From an optimization exercise on the open Yosys and OpenROAD flow, aimed at a short achievable clock period and few clock cycles; shortcuts taken in it are not production practice. No run shown here included a check of the RTL's function; only the layout flow was run. Power figures rest on the tool's default switching activity, not on a simulated workload.

## flow/config.mk

```make
export PLATFORM = sky130hd
export DESIGN_NAME = smbus_engine
export DESIGN_NICKNAME = smbus_engine
export VERILOG_FILES = /design/flow/design.v
export SDC_FILE = /design/flow/constraint.sdc
export NUM_CORES = 4
export LEC_CHECK = 0
export ABC_CLOCK_PERIOD_IN_PS = 1500
export CAP_MARGIN = 20
export CORE_MARGIN = 2
export CORE_UTILIZATION = 40
export PLACE_DENSITY = 0.6
export SETUP_SLACK_MARGIN = 3.2
export SLEW_MARGIN = 20
```

## flow/constraint.sdc

```tcl
create_clock -name core_clock -period 5.0 [get_ports {clk}]
set_input_delay 1.0000 -clock core_clock [delete_from_list [all_inputs] [get_ports {clk}]]
set_output_delay 1.0000 -clock core_clock [all_outputs]
set_load 0.01 [all_outputs]
```

## flow/design.v

```verilog
module smbus_engine #(
    parameter CAP      = 48,    
    parameter FE_DELAY = 2      
) (
    input  wire        clk,
    input  wire        rst,
    input  wire        cmd_valid,
    output wire        cmd_ready,
    input  wire [7:0]  cmd_op,
    input  wire [3:0]  cmd_bus,
    input  wire [7:0]  cmd_addr,
    input  wire [7:0]  cmd_byte,
    input  wire [15:0] cmd_val16,
    input  wire [7:0]  cmd_t,
    input  wire [1:0]  cmd_datw,
    input  wire [1:0]  cmd_datr,
    input  wire        cmd_ed,
    input  wire        cfg_fast,
    input  wire [4:0]  cfg_nbus,
    input  wire [7:0]  cfg_max_retries,
    output wire        res_valid,
    output wire [3:0]  res_code,
    output wire [15:0] res_val,
    output wire [8:0]  res_size,
    output wire [8:0]  res_entry,
    output wire [7:0]  res_attempt,
    output wire        ev_valid,
    output wire [1:0]  ev_kind,
    output wire [1:0]  ev_reg,
    output wire [31:0] ev_wdata,
    input  wire        ev_ready,
    input  wire [31:0] ev_rdata,
    output wire [5:0]  buf_addr,
    output wire        buf_we,
    output wire [7:0]  buf_wdata,
    input  wire [7:0]  buf_rdata
);
    localparam EV_READ = 2'd0, EV_WRITE = 2'd1, EV_WAIT = 2'd2;
    localparam R_NONE = 2'd0, R_REQ = 2'd1, R_CS = 2'd2, R_RESP = 2'd3;
    localparam E_OK = 4'd0, E_FEMPTY = 4'd1, E_ACK = 4'd2, E_TIMEOUT = 4'd3,
               E_BUSCONF = 4'd4, E_FLUSHED = 4'd5, E_TIMISM = 4'd6,
               E_FOVF = 4'd7, E_BUFSMALL = 4'd8, E_SHAPE = 4'd9, E_NOBUS = 4'd12;
    localparam [8:0] ENTRY_NONE = 9'h1FF;
    reg s_idle;    
    reg s_seq;     
    reg s_col;     
    reg s_few;     
    reg s_poll;    
    reg s_pw;      
    reg s_rrd;     
    reg s_rw1;     
    reg s_rwt;     
    reg s_rw2;     
    reg s_wb;      
    reg s_done;    
    reg rdy;       
    reg [6:0]  a7;
    reg [3:0]  bus;
    reg [7:0]  cbyte;
    reg [15:0] val16;
    reg [1:0]  tl;
    reg [1:0]  datw, datr;
    reg        ed;
    reg [7:0]  max_retries;
    reg        c_bdw, c_wdw, c_ibr, c_ibw, c_wd, c_byter;
    reg        rdp;            
    reg        r_valid, r_busbad;    
    reg [10:0] budget;
    reg [31:0] w0;
    reg        disc0, fast0;
    reg [5:0]  pss0;
    reg        p_disc, p_main, p_fast;
    reg [5:0]  pss;
    reg [7:0]  attempt;
    reg        retry;
    reg [2:0]  ioh;            
    reg [5:0]  ip1;            
    reg [5:0]  ip2;            
    wire       wlast  = (ip1 == pss);    
    wire       wnlast = (ip2 == pss);    
    reg [5:0]  k;              
    reg [7:0]  krem;           
    reg        klast;          
    reg        kdl;            
    reg        kdone;          
    reg        kdone_s;        
    reg        kdone_ns;       
    reg        kstore;         
    reg        kstore_n;       
    reg        sover;          
    reg        k3f;            
    reg        kge4f;          
    reg        noti;           
    reg [3:0]  fe_n;
    reg        fe10;
    reg [8:0]  total;
    reg [10:0] brem;           
    reg        pexp;           
    reg [31:0] cs_v;
    reg [15:0] rv;             
    reg [31:0] w;
    reg [3:0]  kw;
    reg        e_col;          
    reg        e_disc;
    reg [3:0]  err;
    reg [8:0]  err_size;
    reg [8:0]  err_entry;
    reg        evv;
    reg        evv_o;          
    reg [1:0]  evk, evr;
    reg [31:0] evd;
    reg [5:0]  baddr;
    reg        bwe;
    reg [7:0]  bwd;
    wire hs = ev_ready;
    wire [31:0] rd = ev_rdata;
    wire [7:0] L       = buf_rdata;        
    wire       c_rw    = cmd_op[0];
    wire       c_hi0   = ~(cmd_op[7] | cmd_op[6] | cmd_op[5]);
    wire       c_lo    = c_hi0 & ~cmd_op[4];                     
    wire ck_quick = c_lo & ~cmd_op[3] & ~cmd_op[2] & ~cmd_op[1];
    wire ck_byte  = c_lo & ~cmd_op[3] & ~cmd_op[2] &  cmd_op[1];
    wire ck_bdata = c_lo & ~cmd_op[3] &  cmd_op[2] & ~cmd_op[1];
    wire ck_wdata = c_lo & ~cmd_op[3] &  cmd_op[2] &  cmd_op[1];
    wire ck_block = c_lo &  cmd_op[3] & ~cmd_op[2] &  cmd_op[1];
    wire ck_i2cb  = c_hi0 & cmd_op[4] & ~cmd_op[3] & ~cmd_op[2] & ~cmd_op[1];
    wire ck_valid = (c_lo & (~cmd_op[3] | (~cmd_op[2] & cmd_op[1]))) | ck_i2cb;
    wire ck_blr = ck_block &  c_rw;
    wire ck_ibw = ck_i2cb  & ~c_rw;
    wire ck_ibr = ck_i2cb  &  c_rw;
    wire op_lsel  = cmd_op[4] | (cmd_op[3] & ~c_rw);
    wire L_ge48 = L[7] | L[6] | (L[5] & L[4]);
    wire L_gt60 = L[7] | L[6] | (L[5] & L[4] & L[3] & L[2] & (L[1] | L[0]));
    wire c_shape_bad = op_lsel & (c_rw ? L_gt60 : L_ge48);
    wire [3:0] nb = cfg_nbus[3:0];
    wire [3:0] bb = cmd_bus;
    wire nb_gt = (nb[3] & ~bb[3]) |
                 (~(nb[3] ^ bb[3]) & nb[2] & ~bb[2]) |
                 (~(nb[3] ^ bb[3]) & ~(nb[2] ^ bb[2]) & nb[1] & ~bb[1]) |
                 (~(nb[3] ^ bb[3]) & ~(nb[2] ^ bb[2]) & ~(nb[1] ^ bb[1]) & nb[0] & ~bb[0]);
    wire c_bus_bad   = ~cfg_nbus[4] & ~nb_gt;
    wire c_ok = ck_valid & ~c_bus_bad & ~cmd_addr[7] & ~c_shape_bad;
    wire [5:0] Lp = L[5:0] + ((cmd_op[4] & ~c_rw) ? 6'd2 : 6'd3);
    reg  [5:0] c_pssk;         
    always @(*) begin
        case (cmd_op[3:0])
            4'h0, 4'h1: c_pssk = 6'd1;
            4'h2, 4'h3: c_pssk = 6'd2;
            4'h4:       c_pssk = 6'd3;
            4'h5, 4'h6: c_pssk = 6'd4;
            4'h7:       c_pssk = 6'd5;
            default:    c_pssk = cfg_fast ? 6'd3 : 6'd4;         
        endcase
    end
    wire [5:0] c_pss = op_lsel ? Lp : c_pssk;
    wire [31:0] c_w0;
    assign c_w0[31:28] = 4'd0;
    assign c_w0[27:24] = cmd_bus;
    assign c_w0[23]    = 1'b1;                                   
    assign c_w0[22]    = 1'b1;                                   
    assign c_w0[21]    = 1'b0;                                   
    assign c_w0[20]    = ck_quick;                               
    assign c_w0[19:18] = cmd_t[1:0];
    assign c_w0[17:16] = ck_quick ? (c_rw ? cmd_datr : cmd_datw) : 2'd0;
    assign c_w0[15]    = 1'b0;                                   
    assign c_w0[14]    = ck_quick & cmd_ed;                      
    assign c_w0[13:8]  = c_pss;                                  
    assign c_w0[7:0]   = {cmd_addr[6:0], c_rw & (ck_quick | ck_byte)};
    reg [10:0] c_budget;
    always @(*) begin
        case (cmd_t)
            8'd0:    c_budget = 11'd5;
            8'd1:    c_budget = 11'd40;
            8'd2:    c_budget = 11'd505;
            8'd3:    c_budget = 11'd1005;
            default: c_budget = 11'd100;
        endcase
    end
    wire n_is1 = ioh[0];
    wire n_is2 = ioh[1];
    wire n_is3 = ioh[2];
    wire [7:0] payload = c_bdw ? val16[7:0] :
                         c_wdw ? (n_is2 ? val16[7:0] : val16[15:8]) :
                                 buf_rdata;
    reg [31:0] nw;
    always @(*) begin
        nw[31:28] = ip1[3:0];                                             
        nw[27:24] = bus;                                                  
        nw[19:18] = tl;                                                   
        nw[23]    = rdp & n_is2;                                          
        nw[13:8]  = 6'd0;                                                 
        nw[22]    = ~rdp | (n_is1 & ~wnlast) | n_is2;                     
        if (n_is1)        nw[7:0] = cbyte;
        else if (rdp)     nw[7:0] = {a7, 1'b1};
        else              nw[7:0] = payload;
        nw[20]    = wnlast;                                               
        nw[14]    = wnlast & ed;                                          
        nw[17:16] = wnlast ? (rdp ? datr : datw) : 2'd0;                  
        nw[15]    = p_fast & n_is2;                                       
        nw[21]    = ~(nw[22] | nw[20]);                                   
    end
    wire fe       = rd[31];
    wire tim      = ~noti & ((rd[15] ^ k[3]) | (rd[14] ^ k[2]) | (rd[13] ^ k[1]) | (rd[12] ^ k[0]));
    wire vbad     = rd[10] | rd[9] | rd[8] | rd[11] | rd[30] | tim;
    wire z8       = ~(rd[7] | rd[6] | rd[5] | rd[4] | rd[3] | rd[2] | rd[1] | rd[0]);
    wire c_big    = rd[7] | rd[6] | (rd[5] & rd[4] & rd[3] & rd[2]);       
    wire good     = ~fe & ~vbad & ~sover;
    wire f3last   = k3f & z8;                  
    wire to_few   = fe & ~fe10;
    wire to_main  = good & kdl & ~c_big;
    wire to_done  = good & (kdone | f3last);
    wire to_wb    = good & (kdone_s | f3last);   
    wire to_dn    = good & kdone_ns;
    wire to_col   = good & ~klast & ~f3last;
    wire to_rrd   = ~to_few & ~to_main & ~to_done & ~to_col;
    wire [8:0] cur_size = p_fast ? (kge4f ? total : 9'd3) : {3'd0, pss};
    wire store_pass = p_main | p_fast | (~p_disc & c_ibr);
    wire [5:0] soff = (p_main | p_fast) ? 6'd3 : 6'd2;
    wire [5:0] k1 = k + 6'd1;
    wire [5:0]  main_pss = rd[5:0] + 6'd4;
    wire [31:0] main_w0 = {4'd0, bus, 1'b1, 1'b1, 1'b0, 1'b0, tl, 2'd0, 1'b0, 1'b0,
                           main_pss, a7, 1'b0};
    reg [3:0] wcode;
    always @(*) begin
        if (w[31])                                wcode = E_FEMPTY;
        else if (w[10])                           wcode = E_ACK;
        else if (w[9])                            wcode = E_TIMEOUT;
        else if (w[8])                            wcode = E_BUSCONF;
        else if (w[11])                           wcode = E_FLUSHED;
        else if (~noti_w && w[15:12] != kw)       wcode = E_TIMISM;
        else if (w[30])                           wcode = E_FOVF;
        else                                      wcode = E_BUFSMALL;
    end
    reg noti_w;
    wire acc     = s_idle & cmd_valid;
    wire seq_hs  = s_seq & evv & hs;
    wire seq_end = seq_hs & wlast;
    wire col_hs  = s_col & hs;
    wire col_tk  = col_hs & ~fe;               
    wire few_hs  = s_few & hs;
    wire poll_hs = s_poll & hs;
    wire pw_hs   = s_pw & hs;
    wire rrd_hs  = s_rrd & hs;
    wire rw1_hs  = s_rw1 & hs;
    wire rwt_hs  = s_rwt & hs;
    wire rw2_hs  = s_rw2 & hs;
    wire restart = rw2_hs & retry;
    wire main_st = col_tk & kdl;               
    assign cmd_ready   = rdy;
    assign res_valid   = s_done;
    assign res_code    = err;
    assign res_val     = rv;
    assign res_size    = err_size;
    assign res_entry   = err_entry;
    assign res_attempt = attempt;
    assign ev_valid = evv_o;
    assign ev_kind  = evk;
    assign ev_reg   = evr;
    assign ev_wdata = evd;
    assign buf_addr  = baddr;
    assign buf_we    = bwe;
    assign buf_wdata = bwd;
    always @(posedge clk) begin
        if (rst) begin
            s_idle <= 1'b1;
            rdy    <= 1'b1;
            s_seq  <= 1'b0;
            s_col  <= 1'b0;
            s_few  <= 1'b0;
            s_poll <= 1'b0;
            s_pw   <= 1'b0;
            s_rrd  <= 1'b0;
            s_rw1  <= 1'b0;
            s_rwt  <= 1'b0;
            s_rw2  <= 1'b0;
            s_wb   <= 1'b0;
            s_done <= 1'b0;
            evv    <= 1'b0;
            evv_o  <= 1'b0;
            bwe    <= 1'b0;
            baddr  <= 6'd0;
        end else begin
            s_idle <= (s_idle & ~cmd_valid) | s_done;
            rdy    <= (rdy & ~cmd_valid) | s_done;
            s_seq  <= acc | (s_seq & evv & ~(hs & wlast)) | (col_hs & to_main) | restart;
            s_col  <= (s_col & ~hs) | (col_hs & to_col) | few_hs | (seq_end & ~p_fast) |
                      (poll_hs & ~rd[26]);
            s_few  <= (s_few & ~hs) | (col_hs & to_few);
            s_poll <= (s_poll & ~hs) | (seq_end & p_fast) | pw_hs;
            s_pw   <= (s_pw & ~hs) | (poll_hs & rd[26] & ~pexp);
            s_rrd  <= (s_rrd & ~hs) | (col_hs & to_rrd) | (poll_hs & rd[26] & pexp);
            s_rw1  <= (s_rw1 & ~hs) | rrd_hs;
            s_rwt  <= (s_rwt & ~hs) | rw1_hs;
            s_rw2  <= (s_rw2 & ~hs) | rwt_hs;
            s_wb   <= col_hs & to_wb;
            s_done <= (s_seq & ~evv) | (col_hs & to_dn) | s_wb | (rw2_hs & ~retry);
            evv    <= (acc & c_ok) | (evv & ~(col_hs & to_done) & ~(rw2_hs & ~retry));
            evv_o  <= (acc & c_ok) | (evv_o & ~(col_hs & to_done) & ~(rw2_hs & ~retry));
            bwe    <= col_tk & ~vbad & kstore & ~sover;
            if (s_done | restart)
                baddr <= 6'd0;
            else if (seq_hs)
                baddr <= ioh[0] ? {5'd0, c_ibw} : baddr + 6'd1;
            else if (s_col)
                baddr <= k - soff;
        end
    end
    always @(posedge clk) begin
        if (s_idle) begin
            evk <= EV_WRITE;
            evr <= R_REQ;
        end else if (hs) begin
            evk[1] <= (s_col & to_few) | (s_poll & rd[26] & ~pexp) | s_rw1;
            evk[0] <= (s_seq & ~wlast) | (s_col & to_main) | s_rrd | s_rwt | s_rw2;
            evr[1] <= (s_seq & wlast) | (s_col & ~to_few & ~to_main) | s_few |
                      (s_poll & (~rd[26] | pexp)) | s_pw | s_rrd | s_rwt;
            evr[0] <= (s_seq & ~(wlast & p_fast)) | (s_col & good & ~(kdl & c_big)) | s_few |
                      (s_poll & ~rd[26]) | s_rw2;
        end
        if (rst)
            evd <= 32'd0;
        else if (s_idle | hs) begin
            evd <= ({32{s_idle}} & c_w0) |
                   ({32{s_seq}}  & nw) |
                   ({32{s_col}}  & (fe ? FE_DELAY : main_w0)) |
                   ({32{s_poll}} & 32'd1) |
                   ({32{s_rrd}}  & (rd | 32'hC000_0000)) |
                   ({32{s_rw1}}  & 32'd10) |
                   ({32{s_rwt}}  & ((cs_v | 32'h4000_0000) & 32'h7FFF_FFFF)) |
                   ({32{s_rw2}}  & w0);
        end
    end
    always @(posedge clk) begin
        if (s_idle) begin
            a7          <= cmd_addr[6:0];
            bus         <= cmd_bus;
            cbyte       <= cmd_byte;
            val16       <= cmd_val16;
            tl          <= cmd_t[1:0];
            datw        <= cmd_datw;
            datr        <= cmd_datr;
            ed          <= cmd_ed;
            max_retries <= cfg_max_retries;
            budget      <= c_budget;
            c_bdw       <= ck_bdata & ~c_rw;
            c_wdw       <= ck_wdata & ~c_rw;
            c_ibr       <= ck_ibr;
            c_ibw       <= ck_ibw;
            c_wd        <= ck_wdata;
            c_byter     <= ck_byte & c_rw;
            r_valid     <= ck_valid;
            r_busbad    <= c_bus_bad;
            rdp         <= c_rw;
            w0          <= c_w0;
            pss0        <= c_pss;
            disc0       <= ck_blr & ~cfg_fast;
            fast0       <= ck_blr & cfg_fast;
        end
        if (rst)
            attempt <= 8'd0;
        else if (s_idle | restart)
            attempt <= s_idle ? 8'd0 : attempt + 8'd1;
        retry <= (err != E_BUFSMALL) && (attempt < max_retries);
        if (s_idle) begin
            pss    <= c_pss;
            p_disc <= ck_blr & ~cfg_fast;
            p_fast <= ck_blr & cfg_fast;
            p_main <= 1'b0;
        end else if (main_st) begin
            pss    <= main_pss;
            p_disc <= 1'b0;
            p_fast <= 1'b0;
            p_main <= 1'b1;
        end else if (restart) begin
            pss    <= pss0;
            p_disc <= disc0;
            p_fast <= fast0;
            p_main <= 1'b0;
        end
        if (s_idle) begin
            ioh    <= 3'b001;
            ip1    <= 6'd1;
            ip2    <= 6'd2;
        end else if (main_st) begin
            ioh    <= 3'b001;
            ip1    <= 6'd1;
            ip2    <= 6'd2;
        end else if (restart) begin
            ioh    <= 3'b001;
            ip1    <= 6'd1;
            ip2    <= 6'd2;
        end else if (seq_hs) begin
            ioh    <= {ioh[1:0], 1'b0};
            ip1    <= ip1 + 6'd1;
            ip2    <= ip2 + 6'd1;
        end
    end
    always @(posedge clk) begin
        if (seq_end) begin
            k      <= 6'd0;
            krem   <= p_fast ? 8'd255 : {2'd0, pss};
            klast  <= ~p_fast & (pss == 6'd1);
            kdl    <= 1'b0;
            kdone  <= ~p_fast & (pss == 6'd1);
            kdone_s  <= 1'b0;
            kdone_ns <= ~p_fast & (pss == 6'd1);
            kstore <= 1'b0;
            kstore_n <= 1'b0;
            sover  <= 1'b0;
            k3f    <= 1'b0;
            kge4f  <= 1'b0;
            noti   <= 1'b0;
        end else if (col_tk) begin
            k      <= k1;
            krem   <= k3f ? rd[7:0] : krem - 8'd1;
            klast  <= k3f ? (rd[7:0] == 8'd1) : (krem == 8'd2);
            kdl    <= ~k3f & (krem == 8'd2) & p_disc;
            kdone  <= k3f ? (rd[7:0] == 8'd1) : (krem == 8'd2) & ~p_disc;
            kdone_s  <= (k3f ? (rd[7:0] == 8'd1) : (krem == 8'd2) & ~p_disc) & kstore_n;
            kdone_ns <= (k3f ? (rd[7:0] == 8'd1) : (krem == 8'd2) & ~p_disc) & ~kstore_n;
            kstore <= kstore_n;
            kstore_n <= store_pass & (k + 6'd2 >= soff);
            sover  <= store_pass & (k1 >= soff + CAP);
            k3f    <= p_fast & (k1 == 6'd3);
            kge4f  <= p_fast & (k1 >= 6'd4);
            noti   <= p_fast & (k1 >= 6'd3);
        end
        if (seq_end | col_hs) begin
            fe_n <= (seq_end | ~fe) ? 4'd0 : fe_n + 4'd1;
            fe10 <= ~seq_end & fe & (fe_n == 4'd9);
        end
        if (col_hs & k3f)
            total <= 9'd4 + {1'b0, rd[7:0]};
        if (seq_end | pw_hs) begin
            brem <= seq_end ? budget : brem - 11'd1;
            pexp <= ~seq_end & (brem == 11'd1);
        end
        if (rst)
            rv[7:0] <= 8'd0;
        else if (s_col & (k == (c_byter ? 6'd1 : 6'd3)))
            rv[7:0] <= rd[7:0];
        if (rst | s_idle)
            rv[15:8] <= 8'd0;
        else if (s_col & c_wd & (k == 6'd4))
            rv[15:8] <= rd[7:0];
        if (rst)
            bwd <= 8'd0;
        else if (s_col)
            bwd <= rd[7:0];
        if (s_rrd)
            cs_v <= rd;
    end
    always @(posedge clk) begin
        if (s_col) begin
            w      <= rd;
            kw     <= k[3:0];
            noti_w <= noti;
            e_disc <= p_disc;
        end
        if (s_col | s_poll)
            e_col <= s_col;
        if (rst)
            err <= E_OK;
        else if (s_seq)
            err <= evv ? E_OK : {1'b1, r_valid & r_busbad, 1'b0, ~(r_valid & r_busbad)};
        else if (s_rrd)
            err <= e_col ? wcode : E_TIMEOUT;
        if (rst) begin
            err_size  <= 9'd0;
            err_entry <= 9'd0;
        end else if (s_col) begin
            err_size  <= cur_size;
            err_entry <= {3'd0, k};
        end else if (s_poll) begin
            err_size  <= 9'd3;
            err_entry <= ENTRY_NONE;
        end else if (s_rrd & e_col) begin
            err_entry <= (wcode == E_BUFSMALL && e_disc) ? ENTRY_NONE : {5'd0, kw} | (err_entry & 9'h1F0);
        end
    end
endmodule
```

## flow/run.sh

```bash
#!/bin/bash
# synth_recipe.tcl (not shown) runs the flow's synth.tcl, then flattens the netlist and writes it again
# the make line also repeats each setting of config.mk as NAME=value (left out here)
make -C /OpenROAD-flow-scripts/flow DESIGN_CONFIG=/design/flow/config.mk WORK_HOME=/design/flow/orfs CLKGATE_MAP_FILE= SYNTH_SCRIPT=/design/flow/synth_recipe.tcl finish
```

==> out/results.tsv, run 1 <==
stage	metric	value	unit
run_status	status	no timing/DRC/antenna violations	
sta	tightest_slew	0.783	ns
sta	maxSlewViolCount	0	
min_path	holdPathEnd	kstore	
logic_synthesis	syn-mean-instance-area	10.4	um2
worst_setup_path	crit_path_start_kind	register	
drt	wire_per_inst	22.5	um
pwr	power_density	298	nW/um2
finish	drive_gt1_share	38.1	%
logic_synthesis	synth-edff-count	172	
sta	hold_ws	0.462	ns
sta	fin_crit_sh	40.2	%
grt	grt-ovfl-total	0	
pwr	total_power	6.22	mW
min_path	hold_start	kstore	
logic_synthesis	synth.distinct_cells	71	
min_path	hold_depth	2	
pwr	cellLeakagePower	7.91	nW
sta	grt_setup_unrepaired	true	
logic_synthesis	syn-num-nets	1529	
drt	drc_errors	0	
floorplanning	core	35500	um2
clock_network	insertion_delay	0.53	ns
finish	nFillCells	2911	
worst_setup_path	timing_worst_setup_path_type	register to primary output	
finish	nets	1854	
worst_setup_path	r2r-start	pss[4]	
clock_network	clockBufferDepth	3	
grt	grt_pass1_wl	73.4	mm
flow_run	cap_violations	0	
floorplanning	die_height	193	um
sta	totalNegativeSetupSlack	0	ns
worst_setup_path	cp_slowest_stage_delay	0.36	ns
clock_network	cts_root_buf	clkbuf_16	
grt	antenna_found_initial	3	
sta	slew_headroom	47.7	%
clock_network	cts_tree	built	
logic_synthesis	ys_seq_area_share	55.5	%
worst_setup_path	reg2reg_depth	4	
worst_setup_path	cp_data_required_time	4.00	ns
sta	fin_skew	0.0137	ns
clock_network	clkTransAtPathRegs	0.06	ns
finish	final_cell_mix	edfxtp_1 (172), nor2_1 (158), buf_4 (123)	
logic_synthesis	synth-async-reset-ratio	0	%
placed_design	dpl_cell_area	17200	um2
worst_setup_path	worstPathArrival	1.01	ns
min_path	min_path_type	register to register	
finish	syn2layout_area_growth	45.2	%
floorplanning	die_x	193	um
worst_setup_path	regToRegSetupSlack	3.00	ns
sta	timing_hold_violations_final	0	
logic_synthesis	synth_area	14400	um2
drt	via_count	12392	
worst_setup_path	r2r-end	brem[8]	
worst_setup_path	path_cells	buf_6	
sta	max_freq	498	MHz
worst_setup_path	crit_family	flip-flops	
worst_setup_path	setup.worst_path.end_class	primary output	
grt	grt_pass1_vias	12061	
drt	routed_wl	49.3	mm
worst_setup_path	worstPathMaxFanout	2	
finish	final_cell_area	20900	um2
drt	drt-initial-drc-count	1175	
placed_design	place_congestion	0.856	
grt	track_usage	25.1	%
logic_synthesis	synth_cells	1382	
worst_setup_path	worstPathBufferInverterCount	1	
clock_network	h-tree-depth	2	
clock_network	cts_buffers	35	
sta	min_period	2.01	ns
pwr	vdd_drop_max	0.242	mV
grt	grt_start_max_net_pins	65	
worst_setup_path	crit_slowest_cell	dfxtp_4	
floorplanning	start_util	40.5	%
sta	setup_viol	0	
logic_synthesis	synth_seq_cells	312	
logic_synthesis	ys_warn_count	1	
finish	final_common_cell	edfxtp_1	
placed_design	port_buffers	214	
floorplanning	io_pins	215	
drt	via_per_inst	5.64	
drt	firstDrtPassIters	6	
floorplanning	dieArea	37400	um2
logic_synthesis	ys.flop_type	edfxtp_1	
floorplanning	placementRows	69	
placed_design	hpwl	31.3	mm
clock_network	cts.sink_count	312	
drt	drtAntennaViolNets	0	
==> cells in the mapped netlist, types with 19 or more instances <==
library cell	number	share of area [%]
o21ai_1	25	0.87
dfxtp_1	140	20
a22oi_1	20	1.0
mux2i_1	43	3.0
nor3_1	44	1.5
nand3_1	48	1.7
nor2_1	172	4.5
inv_1	55	1.4
ha_1	32	2.8
buf_2	20	0.70
a21oi_1	68	2.4
o21ai_0	21	0.73
edfxtp_1	172	36
nand2_1	113	3.0
xor2_1	35	2.1
clkbuf_1	52	1.4
a221oi_1	19	1.2
xnor2_1	39	2.4
a211oi_1	25	1.3
==> cell type report <==
type / count / area (um2) / share of cell area, %
Clock buffer: 52 / 1010 / 4.85
Timing Repair Buffer: 364 / 3640 / 17.4
Tap cell: 461 / 577 / 2.77
Antenna cell: 1 / 2.50 / 0.0120
Sequential cell: 312 / 8170 / 39.2
Inverter: 56 / 235 / 1.13
Multi-Input combinational cell: 938 / 7070 / 33.9
Clock inverter: 12 / 145 / 0.696
==> worst max-delay path by stage <==
| stage | startpoint | endpoint | slack, ns | depth (start not counted) |
|---|---|---|---|---|
| 2_1_floorplan | cmd_op[0] | pss[4] | 2.72 | 10 |
| 3_3_place_gp | ev_ready | krem[2] | 1.72 | 4 |
| 3_5_place_dp | ev_ready | evd[14] | 1.67 | 7 |
| 4_1_cts | evv_o | ev_valid | 2.98 | 1 |
| 5_1_grt | pss[4] | brem[8] | 2.96 | 4 |
| 6_report | evv_o | ev_valid | 2.99 | 1 |
==> metrics by stage <==
| stage | util [%] | worst slack, ns | cells |
|---|---|---|---|
| 5_1_grt | 58.8 | 2.96 | 2196 |
| 3_3_place_gp | 48.5 | 1.72 | 1988 |
| 6_report | 58.8 | 2.99 | 2196 |
| 2_1_floorplan | - | 2.72 | 1382 |
| 4_1_cts | 56.5 | 2.98 | 2159 |
| 3_5_place_dp | 48.5 | 1.67 | 1988 |
==> what timing repair did <==
item / 4_1_cts / 5_1_grt
pin swaps: 64 / 73
hold buffers: 0 / 0
gates cloned: 11 / 1
resized for setup: 945 / 126
buffers inserted: 96 / 35
endpoints found under the setup margin: 367 / 236
==> power breakdown <==
part / switching [mW] / leakage (nW) / internal [mW] / total, mW
Sequential: 0.0825 / 2.87 / 2.80 / 2.89
Clock: 1.06 / 0.564 / 1.56 / 2.62
Combinational: 0.369 / 4.48 / 0.346 / 0.715
Total: 1.51 / 7.91 / 4.71 / 6.22
==> state kept, by name (all words and copies together), names as in the netlist, 5 cells and up, named ones only <==
register / flops
pss0: 5
k: 6
ip1: 6
krem: 8
bwd: 8
brem: 11
w0: 8
evd: 32
ip2: 6
total: 9
cbyte: 8
attempt: 8
err_entry: 7
val16: 16
budget: 8
max_retries: 8
w: 10
pss: 6
cs_v: 30
baddr: 6
err_size: 9
a7: 6
rv: 16
==> metal layers <==
layer	vias to the layer above	share of wire [%]	global-route usage, %
met5	-	0	0
met4	0	3.3	8.03
met3	99	8.3	4.85
met2	562	47	41.0
met1	6016	41	33.7
li1	5715	-	-
==> cells by family (layout without fill, tap and decap cells) <==
logic type | after synthesis | after routing | synth area share (%)
other | 0 | 1 | 0
adder cells (fa/ha/maj) | 32 | 32 | 2.79
AO/OA/AOI/OAI | 278 | 279 | 13.2
flip-flops | 312 | 312 | 55.5
buffers and inverters | 142 | 484 | 4.15
AND/OR/NAND/NOR | 495 | 504 | 16.3
XOR/XNOR | 76 | 76 | 4.74
multiplexers | 47 | 47 | 3.31
==> run 2: changes to the inputs <==
--- a/flow/design.v
+++ b/flow/design.v
@@ -51,9 +51,7 @@
     reg s_rw1;     
     reg s_rwt;     
     reg s_rw2;     
-    reg s_wb;      
     reg s_done;    
-    reg rdy;       
     reg [6:0]  a7;
     reg [3:0]  bus;
     reg [7:0]  cbyte;
@@ -62,31 +60,29 @@
     reg [1:0]  datw, datr;
     reg        ed;
     reg [7:0]  max_retries;
-    reg        c_bdw, c_wdw, c_ibr, c_ibw, c_wd, c_byter;
+    reg        c_bdw, c_wdw, c_ibr, c_wd;
     reg        rdp;            
     reg        r_valid, r_busbad;    
     reg [10:0] budget;
     reg [31:0] w0;
     reg        disc0, fast0;
     reg [5:0]  pss0;
+    reg        wlast0, wnlast0;
+    reg [5:0]  boff0;
     reg        p_disc, p_main, p_fast;
     reg [5:0]  pss;
     reg [7:0]  attempt;
     reg        retry;
     reg [2:0]  ioh;            
-    reg [5:0]  ip1;            
-    reg [5:0]  ip2;            
-    wire       wlast  = (ip1 == pss);    
-    wire       wnlast = (ip2 == pss);    
+    reg [5:0]  ip3;            
+    reg        wlast;          
+    reg        wnlast;         
     reg [5:0]  k;              
     reg [7:0]  krem;           
     reg        klast;          
     reg        kdl;            
     reg        kdone;          
-    reg        kdone_s;        
-    reg        kdone_ns;       
     reg        kstore;         
-    reg        kstore_n;       
     reg        sover;          
     reg        k3f;            
     reg        kge4f;          
@@ -106,13 +102,12 @@
     reg [8:0]  err_size;
     reg [8:0]  err_entry;
     reg        evv;
-    reg        evv_o;          
     reg [1:0]  evk, evr;
     reg [31:0] evd;
     reg [5:0]  baddr;
     reg        bwe;
     reg [7:0]  bwd;
-    wire hs = ev_ready;
+    wire hs = evv & ev_ready;
     wire [31:0] rd = ev_rdata;
     wire [7:0] L       = buf_rdata;        
     wire       c_rw    = cmd_op[0];
@@ -140,6 +135,7 @@
                  (~(nb[3] ^ bb[3]) & ~(nb[2] ^ bb[2]) & ~(nb[1] ^ bb[1]) & nb[0] & ~bb[0]);
     wire c_bus_bad   = ~cfg_nbus[4] & ~nb_gt;
     wire c_ok = ck_valid & ~c_bus_bad & ~cmd_addr[7] & ~c_shape_bad;
+    wire c_pss2 = ck_byte | (ck_ibw & (L == 8'd0));
     wire [5:0] Lp = L[5:0] + ((cmd_op[4] & ~c_rw) ? 6'd2 : 6'd3);
     reg  [5:0] c_pssk;         
     always @(*) begin
@@ -184,12 +180,11 @@
                                  buf_rdata;
     reg [31:0] nw;
     always @(*) begin
-        nw[31:28] = ip1[3:0];                                             
-        nw[27:24] = bus;                                                  
-        nw[19:18] = tl;                                                   
+        nw = evd;
+        nw[31:28] = evd[31:28] + 4'd1;                                    
         nw[23]    = rdp & n_is2;                                          
         nw[13:8]  = 6'd0;                                                 
-        nw[22]    = ~rdp | (n_is1 & ~wnlast) | n_is2;                     
+        nw[22]    = evd[22] & ~(rdp & n_is3) & ~(rdp & n_is1 & wnlast);   
         if (n_is1)        nw[7:0] = cbyte;
         else if (rdp)     nw[7:0] = {a7, 1'b1};
         else              nw[7:0] = payload;
@@ -209,8 +204,6 @@
     wire to_few   = fe & ~fe10;
     wire to_main  = good & kdl & ~c_big;
     wire to_done  = good & (kdone | f3last);
-    wire to_wb    = good & (kdone_s | f3last);   
-    wire to_dn    = good & kdone_ns;
     wire to_col   = good & ~klast & ~f3last;
     wire to_rrd   = ~to_few & ~to_main & ~to_done & ~to_col;
     wire [8:0] cur_size = p_fast ? (kge4f ? total : 9'd3) : {3'd0, pss};
@@ -233,7 +226,7 @@
     end
     reg noti_w;
     wire acc     = s_idle & cmd_valid;
-    wire seq_hs  = s_seq & evv & hs;
+    wire seq_hs  = s_seq & hs;
     wire seq_end = seq_hs & wlast;
     wire col_hs  = s_col & hs;
     wire col_tk  = col_hs & ~fe;               
@@ -246,14 +239,14 @@
     wire rw2_hs  = s_rw2 & hs;
     wire restart = rw2_hs & retry;
     wire main_st = col_tk & kdl;               
-    assign cmd_ready   = rdy;
+    assign cmd_ready   = s_idle;
     assign res_valid   = s_done;
     assign res_code    = err;
     assign res_val     = rv;
     assign res_size    = err_size;
     assign res_entry   = err_entry;
     assign res_attempt = attempt;
-    assign ev_valid = evv_o;
+    assign ev_valid = evv;
     assign ev_kind  = evk;
     assign ev_reg   = evr;
     assign ev_wdata = evd;
@@ -263,7 +256,6 @@
     always @(posedge clk) begin
         if (rst) begin
             s_idle <= 1'b1;
-            rdy    <= 1'b1;
             s_seq  <= 1'b0;
             s_col  <= 1'b0;
             s_few  <= 1'b0;
@@ -273,15 +265,12 @@
             s_rw1  <= 1'b0;
             s_rwt  <= 1'b0;
             s_rw2  <= 1'b0;
-            s_wb   <= 1'b0;
             s_done <= 1'b0;
             evv    <= 1'b0;
-            evv_o  <= 1'b0;
             bwe    <= 1'b0;
             baddr  <= 6'd0;
         end else begin
             s_idle <= (s_idle & ~cmd_valid) | s_done;
-            rdy    <= (rdy & ~cmd_valid) | s_done;
             s_seq  <= acc | (s_seq & evv & ~(hs & wlast)) | (col_hs & to_main) | restart;
             s_col  <= (s_col & ~hs) | (col_hs & to_col) | few_hs | (seq_end & ~p_fast) |
                       (poll_hs & ~rd[26]);
@@ -292,19 +281,29 @@
             s_rw1  <= (s_rw1 & ~hs) | rrd_hs;
             s_rwt  <= (s_rwt & ~hs) | rw1_hs;
             s_rw2  <= (s_rw2 & ~hs) | rwt_hs;
-            s_wb   <= col_hs & to_wb;
-            s_done <= (s_seq & ~evv) | (col_hs & to_dn) | s_wb | (rw2_hs & ~retry);
+            s_done <= (s_seq & ~evv) | (col_hs & to_done) | (rw2_hs & ~retry);
             evv    <= (acc & c_ok) | (evv & ~(col_hs & to_done) & ~(rw2_hs & ~retry));
-            evv_o  <= (acc & c_ok) | (evv_o & ~(col_hs & to_done) & ~(rw2_hs & ~retry));
             bwe    <= col_tk & ~vbad & kstore & ~sover;
-            if (s_done | restart)
+            if (s_done)
                 baddr <= 6'd0;
+            else if (acc)
+                baddr <= ck_ibw ? 6'd0 : 6'd63;
             else if (seq_hs)
-                baddr <= ioh[0] ? {5'd0, c_ibw} : baddr + 6'd1;
+                baddr <= baddr + 6'd1;
             else if (s_col)
                 baddr <= k - soff;
+            else if (restart)
+                baddr <= boff0;
         end
     end
+    wire [31:0] evd_n = ({32{s_idle}} & c_w0) |
+                        ({32{s_seq}}  & nw) |
+                        ({32{s_col}}  & (fe ? FE_DELAY : main_w0)) |
+                        ({32{s_poll}} & 32'd1) |
+                        ({32{s_rrd}}  & (rd | 32'hC000_0000)) |
+                        ({32{s_rw1}}  & 32'd10) |
+                        ({32{s_rwt}}  & ((cs_v | 32'h4000_0000) & 32'h7FFF_FFFF)) |
+                        ({32{s_rw2}}  & w0);
     always @(posedge clk) begin
         if (s_idle) begin
             evk <= EV_WRITE;
@@ -317,18 +316,8 @@
             evr[0] <= (s_seq & ~(wlast & p_fast)) | (s_col & good & ~(kdl & c_big)) | s_few |
                       (s_poll & ~rd[26]) | s_rw2;
         end
-        if (rst)
-            evd <= 32'd0;
-        else if (s_idle | hs) begin
-            evd <= ({32{s_idle}} & c_w0) |
-                   ({32{s_seq}}  & nw) |
-                   ({32{s_col}}  & (fe ? FE_DELAY : main_w0)) |
-                   ({32{s_poll}} & 32'd1) |
-                   ({32{s_rrd}}  & (rd | 32'hC000_0000)) |
-                   ({32{s_rw1}}  & 32'd10) |
-                   ({32{s_rwt}}  & ((cs_v | 32'h4000_0000) & 32'h7FFF_FFFF)) |
-                   ({32{s_rw2}}  & w0);
-        end
+        evd <= ({32{~(s_idle | hs)}} & evd) |
+               ({32{s_idle | hs}} & evd_n);
     end
     always @(posedge clk) begin
         if (s_idle) begin
@@ -345,9 +334,7 @@
             c_bdw       <= ck_bdata & ~c_rw;
             c_wdw       <= ck_wdata & ~c_rw;
             c_ibr       <= ck_ibr;
-            c_ibw       <= ck_ibw;
             c_wd        <= ck_wdata;
-            c_byter     <= ck_byte & c_rw;
             r_valid     <= ck_valid;
             r_busbad    <= c_bus_bad;
             rdp         <= c_rw;
@@ -355,11 +342,12 @@
             pss0        <= c_pss;
             disc0       <= ck_blr & ~cfg_fast;
             fast0       <= ck_blr & cfg_fast;
+            wlast0      <= ck_quick;
+            wnlast0     <= c_pss2;
+            boff0       <= ck_ibw ? 6'd0 : 6'd63;
         end
-        if (rst)
-            attempt <= 8'd0;
-        else if (s_idle | restart)
-            attempt <= s_idle ? 8'd0 : attempt + 8'd1;
+        attempt <= ({8{~(s_idle | restart)}} & attempt) |
+                   ({8{restart}} & (attempt + 8'd1));
         retry <= (err != E_BUFSMALL) && (attempt < max_retries);
         if (s_idle) begin
             pss    <= c_pss;
@@ -379,20 +367,24 @@
         end
         if (s_idle) begin
             ioh    <= 3'b001;
-            ip1    <= 6'd1;
-            ip2    <= 6'd2;
+            ip3    <= 6'd3;
+            wlast  <= ck_quick;
+            wnlast <= c_pss2;
         end else if (main_st) begin
             ioh    <= 3'b001;
-            ip1    <= 6'd1;
-            ip2    <= 6'd2;
+            ip3    <= 6'd3;
+            wlast  <= 1'b0;
+            wnlast <= 1'b0;
         end else if (restart) begin
             ioh    <= 3'b001;
-            ip1    <= 6'd1;
-            ip2    <= 6'd2;
+            ip3    <= 6'd3;
+            wlast  <= wlast0;
+            wnlast <= wnlast0;
         end else if (seq_hs) begin
             ioh    <= {ioh[1:0], 1'b0};
-            ip1    <= ip1 + 6'd1;
-            ip2    <= ip2 + 6'd1;
+            ip3    <= ip3 + 6'd1;
+            wlast  <= wnlast;
+            wnlast <= (ip3 == pss);
         end
     end
     always @(posedge clk) begin
@@ -402,10 +394,7 @@
             klast  <= ~p_fast & (pss == 6'd1);
             kdl    <= 1'b0;
             kdone  <= ~p_fast & (pss == 6'd1);
-            kdone_s  <= 1'b0;
-            kdone_ns <= ~p_fast & (pss == 6'd1);
             kstore <= 1'b0;
-            kstore_n <= 1'b0;
             sover  <= 1'b0;
             k3f    <= 1'b0;
             kge4f  <= 1'b0;
@@ -416,10 +405,7 @@
             klast  <= k3f ? (rd[7:0] == 8'd1) : (krem == 8'd2);
             kdl    <= ~k3f & (krem == 8'd2) & p_disc;
             kdone  <= k3f ? (rd[7:0] == 8'd1) : (krem == 8'd2) & ~p_disc;
-            kdone_s  <= (k3f ? (rd[7:0] == 8'd1) : (krem == 8'd2) & ~p_disc) & kstore_n;
-            kdone_ns <= (k3f ? (rd[7:0] == 8'd1) : (krem == 8'd2) & ~p_disc) & ~kstore_n;
-            kstore <= kstore_n;
-            kstore_n <= store_pass & (k + 6'd2 >= soff);
+            kstore <= store_pass & (k1 >= soff);
             sover  <= store_pass & (k1 >= soff + CAP);
             k3f    <= p_fast & (k1 == 6'd3);
             kge4f  <= p_fast & (k1 >= 6'd4);
@@ -435,18 +421,9 @@
             brem <= seq_end ? budget : brem - 11'd1;
             pexp <= ~seq_end & (brem == 11'd1);
         end
-        if (rst)
-            rv[7:0] <= 8'd0;
-        else if (s_col & (k == (c_byter ? 6'd1 : 6'd3)))
-            rv[7:0] <= rd[7:0];
-        if (rst | s_idle)
-            rv[15:8] <= 8'd0;
-        else if (s_col & c_wd & (k == 6'd4))
-            rv[15:8] <= rd[7:0];
-        if (rst)
-            bwd <= 8'd0;
-        else if (s_col)
-            bwd <= rd[7:0];
+        rv  <= ({16{~col_tk}} & rv) |
+               ({16{col_tk}} & (c_wd ? {rd[7:0], rv[15:8]} : {8'd0, rd[7:0]}));
+        bwd <= ({8{~s_col}} & bwd) | ({8{s_col}} & rd[7:0]);
         if (s_rrd)
             cs_v <= rd;
     end
@@ -459,23 +436,16 @@
         end
         if (s_col | s_poll)
             e_col <= s_col;
-        if (rst)
-            err <= E_OK;
-        else if (s_seq)
-            err <= evv ? E_OK : {1'b1, r_valid & r_busbad, 1'b0, ~(r_valid & r_busbad)};
-        else if (s_rrd)
-            err <= e_col ? wcode : E_TIMEOUT;
-        if (rst) begin
-            err_size  <= 9'd0;
-            err_entry <= 9'd0;
-        end else if (s_col) begin
-            err_size  <= cur_size;
-            err_entry <= {3'd0, k};
-        end else if (s_poll) begin
-            err_size  <= 9'd3;
-            err_entry <= ENTRY_NONE;
-        end else if (s_rrd & e_col) begin
-            err_entry <= (wcode == E_BUFSMALL && e_disc) ? ENTRY_NONE : {5'd0, kw} | (err_entry & 9'h1F0);
-        end
+        err <= ({4{~s_seq & ~s_rrd}} & err) |
+               ({4{s_seq & ~evv}} & {1'b1, r_valid & r_busbad, 1'b0, ~(r_valid & r_busbad)}) |
+               ({4{s_rrd}} & (e_col ? wcode : E_TIMEOUT));
+        err_size  <= ({9{~s_col & ~s_poll}} & err_size) |
+                     ({9{s_col}} & cur_size) |
+                     ({9{s_poll}} & 9'd3);
+        err_entry <= ({9{~s_col & ~s_poll & ~(s_rrd & e_col)}} & err_entry) |
+                     ({9{s_col}} & {3'd0, k}) |
+                     ({9{s_poll}} & ENTRY_NONE) |
+                     ({9{s_rrd & e_col}} & ((wcode == E_BUFSMALL && e_disc) ? ENTRY_NONE :
+                                           {5'd0, kw} | (err_entry & 9'h1F0)));
     end
 endmodule
--- a/flow/config.mk
+++ b/flow/config.mk
@@ -10,5 +10,5 @@
 export CORE_MARGIN = 2
 export CORE_UTILIZATION = 40
 export PLACE_DENSITY = 0.6
-export SETUP_SLACK_MARGIN = 3.2
+export SETUP_SLACK_MARGIN = 3.4
 export SLEW_MARGIN = 20
==> run 2 against run 1 <==
  * Wire length fell by 1.9%
  * Area after synthesis fell by 3.8%
  * Clock power rose by 3%
  * Final cell count fell by 3.0%
  * Largest power group unchanged
  * Synthesized cell count fell by 11%
  * Still clean
  * Critical endpoint is now ev_wdata[8]
  * Hold slack got worse by 0.00065 ns
  * Global-route usage rose by 0.34 points
  * Largest cell class unchanged
==> out/results.tsv, run 2 <==
stage	metric	value	unit
logic_synthesis	synth_area_leaders	edfxtp_1 (50%), dfxtp_1 (11%), nand2_1 (3.6%), o21ai_0 (3.2%), a21oi_1 (2.6%)	
pwr	combPwrFrac	11.9	%
worst_setup_path	cp_slowest_stage_delay	0.46	ns
finish	final_cell_mix	edfxtp_1 (229), buf_4 (147), nand2_1 (108)	
logic_synthesis	ys.flop_type	edfxtp_1	
logic_synthesis	synth-async-reset-ratio	0	%
pwr	total_power	6.39	mW
finish	drive_gt1_share	44.1	%
logic_synthesis	syn-num-nets	1368	
clock_network	cts_root_buf	clkbuf_16	
sta	hold_ws	0.461	ns
clock_network	cts.sink_count	305	
logic_synthesis	synth_top_cells_by_count	edfxtp_1 (229), nand2_1 (134), o21ai_0 (87)	
finish	nets	1791	
floorplanning	die_height	190	um
worst_setup_path	critPathCapture	ev_wdata[8]	
worst_setup_path	timing_worst_setup_path_type	register to primary output	
sta	fin_crit_sh	43.3	%
grt	antenna_found_initial	2	
clock_network	clockBufferDepth	3	
sta	grt_setup_unrepaired	true	
sta	maxSlewViolCount	0	
floorplanning	dieArea	36000	um2
logic_synthesis	yosys.area.top_type_share	49.8	%
floorplanning	start_util	40.3	%
sta	tightest_slew	0.785	ns
logic_synthesis	yosysMostFrequentCell	edfxtp_1	
pwr	clkPwrFrac	42.3	%
worst_setup_path	worstPathMaxFanout	1	
drt	wire_per_inst	22.7	um
grt	grt_start_max_net_pins	38	
grt	grt-ovfl-total	0	
sta	max_freq	461	MHz
clock_network	cts_buffers	35	
worst_setup_path	worstPathArrival	1.17	ns
pwr	cellLeakagePower	8.18	nW
drt	firstDrtPassIters	7	
drt	drt-initial-drc-count	1134	
pwr	seq_power_share	45.8	%
worst_setup_path	worstPathBufferInverterCount	1	
worst_setup_path	path_cells	buf_2	
floorplanning	core	34300	um2
logic_synthesis	ys_seq_area_share	60.8	%
clock_network	insertion_delay	0.53	ns
sta	timing_hold_violations_final	0	
pwr	switching_power	1.52	mW
worst_setup_path	cp_data_required_time	4.00	ns
worst_setup_path	crit_family	flip-flops	
worst_setup_path	reg2reg_depth	9	
pwr	vdd_drop_max	0.188	mV
logic_synthesis	synth.distinct_cells	80	
run_status	status	no timing/DRC/antenna violations	
logic_synthesis	synth_seq_cells	305	
sta	slew_headroom	47.6	%
finish	final_core_util	62.8	%
drt	drtAntennaViolNets	0	
floorplanning	io_pins	215	
grt	track_usage	25.5	%
worst_setup_path	crit_path_start_kind	register	
pwr	internal-power	4.87	mW
clock_network	clkTransAtPathRegs	0.06	ns
logic_synthesis	ys_warn_count	1	
finish	nFillCells	2594	
worst_setup_path	regToRegSetupSlack	3.09	ns
worst_setup_path	crit_slowest_cell	edfxtp_1	
drt	via_count	12026	
logic_synthesis	synth_top_area_cell	edfxtp_1	
logic_synthesis	synth_cells	1225	
flow_run	cap_violations	0	
finish	final_common_cell	edfxtp_1	
worst_setup_path	path_depth	1	
placed_design	port_buffers	214	
pwr	power_density	297	nW/um2
placed_design	hpwl	27.5	mm
pwr	switching_share	23.8	%
drt	via_per_inst	5.64	
sta	setup_viol	0	
logic_synthesis	syn-mean-instance-area	11.3	um2
clock_network	h-tree-depth	2	
sta	min_period	2.17	ns
logic_synthesis	synth_area	13800	um2
sta	fin_skew	0.0244	ns
clock_network	cts_tree	built	
min_path	min_path_type	register to register	
worst_setup_path	r2r-end	baddr[2]	
floorplanning	placementRows	68	
placed_design	place_congestion	0.816	
grt	grt_pass1_vias	11338	
clock_network	hold_buffers	0	
grt	grt_pass1_wl	69.1	mm
drt	routed_wl	48.4	mm
drt	drc_errors	0	
floorplanning	die_x	190	um
worst_setup_path	setup.worst_path.end_class	primary output	
sta	totalNegativeSetupSlack	0	ns
worst_setup_path	r2r-start	p_fast	
finish	syn2layout_area_growth	56.0	%
logic_synthesis	synth-edff-count	229	
## run 2: changes by cell type in the layout (fill, tap and decap cells not counted), sizes merged, moves of 10 or more
cell    delta
nor2      -86
xor2      -14
a221oi    -19
mux2i     -31
o21ai     +43
buf       +78
nor3      -18
nand2     +25
clkbuf    -10
edfxtp    +57
dfxtp     -64
a211oi    -22
and3      -17
## run 2: how the worst min path moves through the flow
stage	depth (start not counted)	slack (ns)	start	to
final	2	0.46	err_size[2]	err_size[2]
after global routing	2	0.48	err_size[3]	err_size[3]
after CTS	2	0.46	kstore	kstore
after detailed placement	2	0.46	err_size[3]	err_size[3]
after global placement	2	0.44	err_size[4]	err_size[4]
after floorplan	2	0.43	kstore	kstore
## run 2: final cells by class
cell class | count | area (um2) | share of cell area (%)
Sequential cell | 305 | 8520 | 39.6
Multi-Input combinational cell | 805 | 6570 | 30.5
Timing Repair Buffer | 441 | 4370 | 20.3
Clock buffer | 47 | 972 | 4.51
Tap cell | 455 | 569 | 2.64
Inverter | 58 | 275 | 1.28
Clock inverter | 17 | 234 | 1.09
Timing Repair inverter | 2 | 22.5 | 0.105
Antenna cell | 1 | 2.50 | 0.0116
## run 2: repair_timing
item / CTS / global route
pin swaps: 78 / 98
gates cloned: 10 / 3
resized for setup: 879 / 201
buffers inserted: 153 / 62
endpoints found under the setup margin: 443 / 311
## run 2: power groups by stage
| stage | registers, mW | clock network [mW] | logic [mW] |
|---|---|---|---|
| CTS | 2.92 | 2.73 | 0.658 |
| floorplan | 2.98 | 0 | 0.220 |
| global route | 2.93 | 2.84 | 0.804 |
| finish | 2.92 | 2.70 | 0.761 |
| detailed placement | 2.99 | 0 | 0.516 |
| global placement | 3.00 | 0 | 0.509 |
## run 2: cell families (layout without fill, tap and decap cells)
logic type / after synthesis / after routing / share of synthesized area, %
simple gates: 398 / 404 / 14.1
flops: 305 / 305 / 60.8
compound gates: 299 / 300 / 14.2
buf+inv: 122 / 565 / 3.51
xor+xnor: 53 / 53 / 3.36
fa+ha+maj: 30 / 30 / 2.68
mux: 18 / 18 / 1.36
other cells: 0 / 1 / 0
## run 2: routing by layer
layer | vias up | GRT usage, % | wire length [um]
li1 | 5456 | - | -
met2 | 568 | 40.8 | 23200
met3 | 101 | 5.11 | 3850
met1 | 5901 | 34.5 | 19700
met4 | 0 | 9.27 | 1710
met5 | - | 0 | 0
## run 2: worst min-delay path, stage by stage (launching register included)
cell	delay, ns
dfxtp_2	0.33
nand2_1	0.04
o21ai_0	0.05
## run 2: metrics by stage
| stage | setup slack [ns] | cell area [um2] | std cells |
|---|---|---|---|
| 2_1_floorplan | 2.74 | 14600 | 1225 |
| 3_3_place_gp | 1.62 | 16900 | 1838 |
| 3_5_place_dp | 1.56 | 16900 | 1838 |
| 4_1_cts | 2.84 | 20200 | 2065 |
| 5_1_grt | 2.83 | 21500 | 2130 |
| 6_report | 2.83 | 21500 | 2131 |

-- re-timing with driven ports --
How much do the figures lean on ideal ports? The routed layouts below were timed once more, with nothing changed but the port constraints. Step 1: set_driving_cell puts a clkbuf_16 on clk and a buf_2 on each other input, an assumption about the parent block. Step 2 adds t to the input delays and takes it off the output delays; t is the mean of the earliest and latest rising clock arrival at the registers after step 1. Input paths then give back, and output paths get back, about the clock's delay inside the block. Slacks: no drivers / after step 1 / after step 2; pairs: no drivers / after step 1.
run	t (ns)	setup WS [ns]	latest minus earliest clock arrival (ns)
run 1	0.573	2.992 / 2.938 / 2.402	0.014 / 0.014
run 2	0.568	2.833 / 2.781 / 2.511	0.028 / 0.028
After both steps every run listed still meets setup and hold. The setup slack of run 1, which loses most, moves by -0.054 ns with the drivers and by -0.590 ns with both steps.
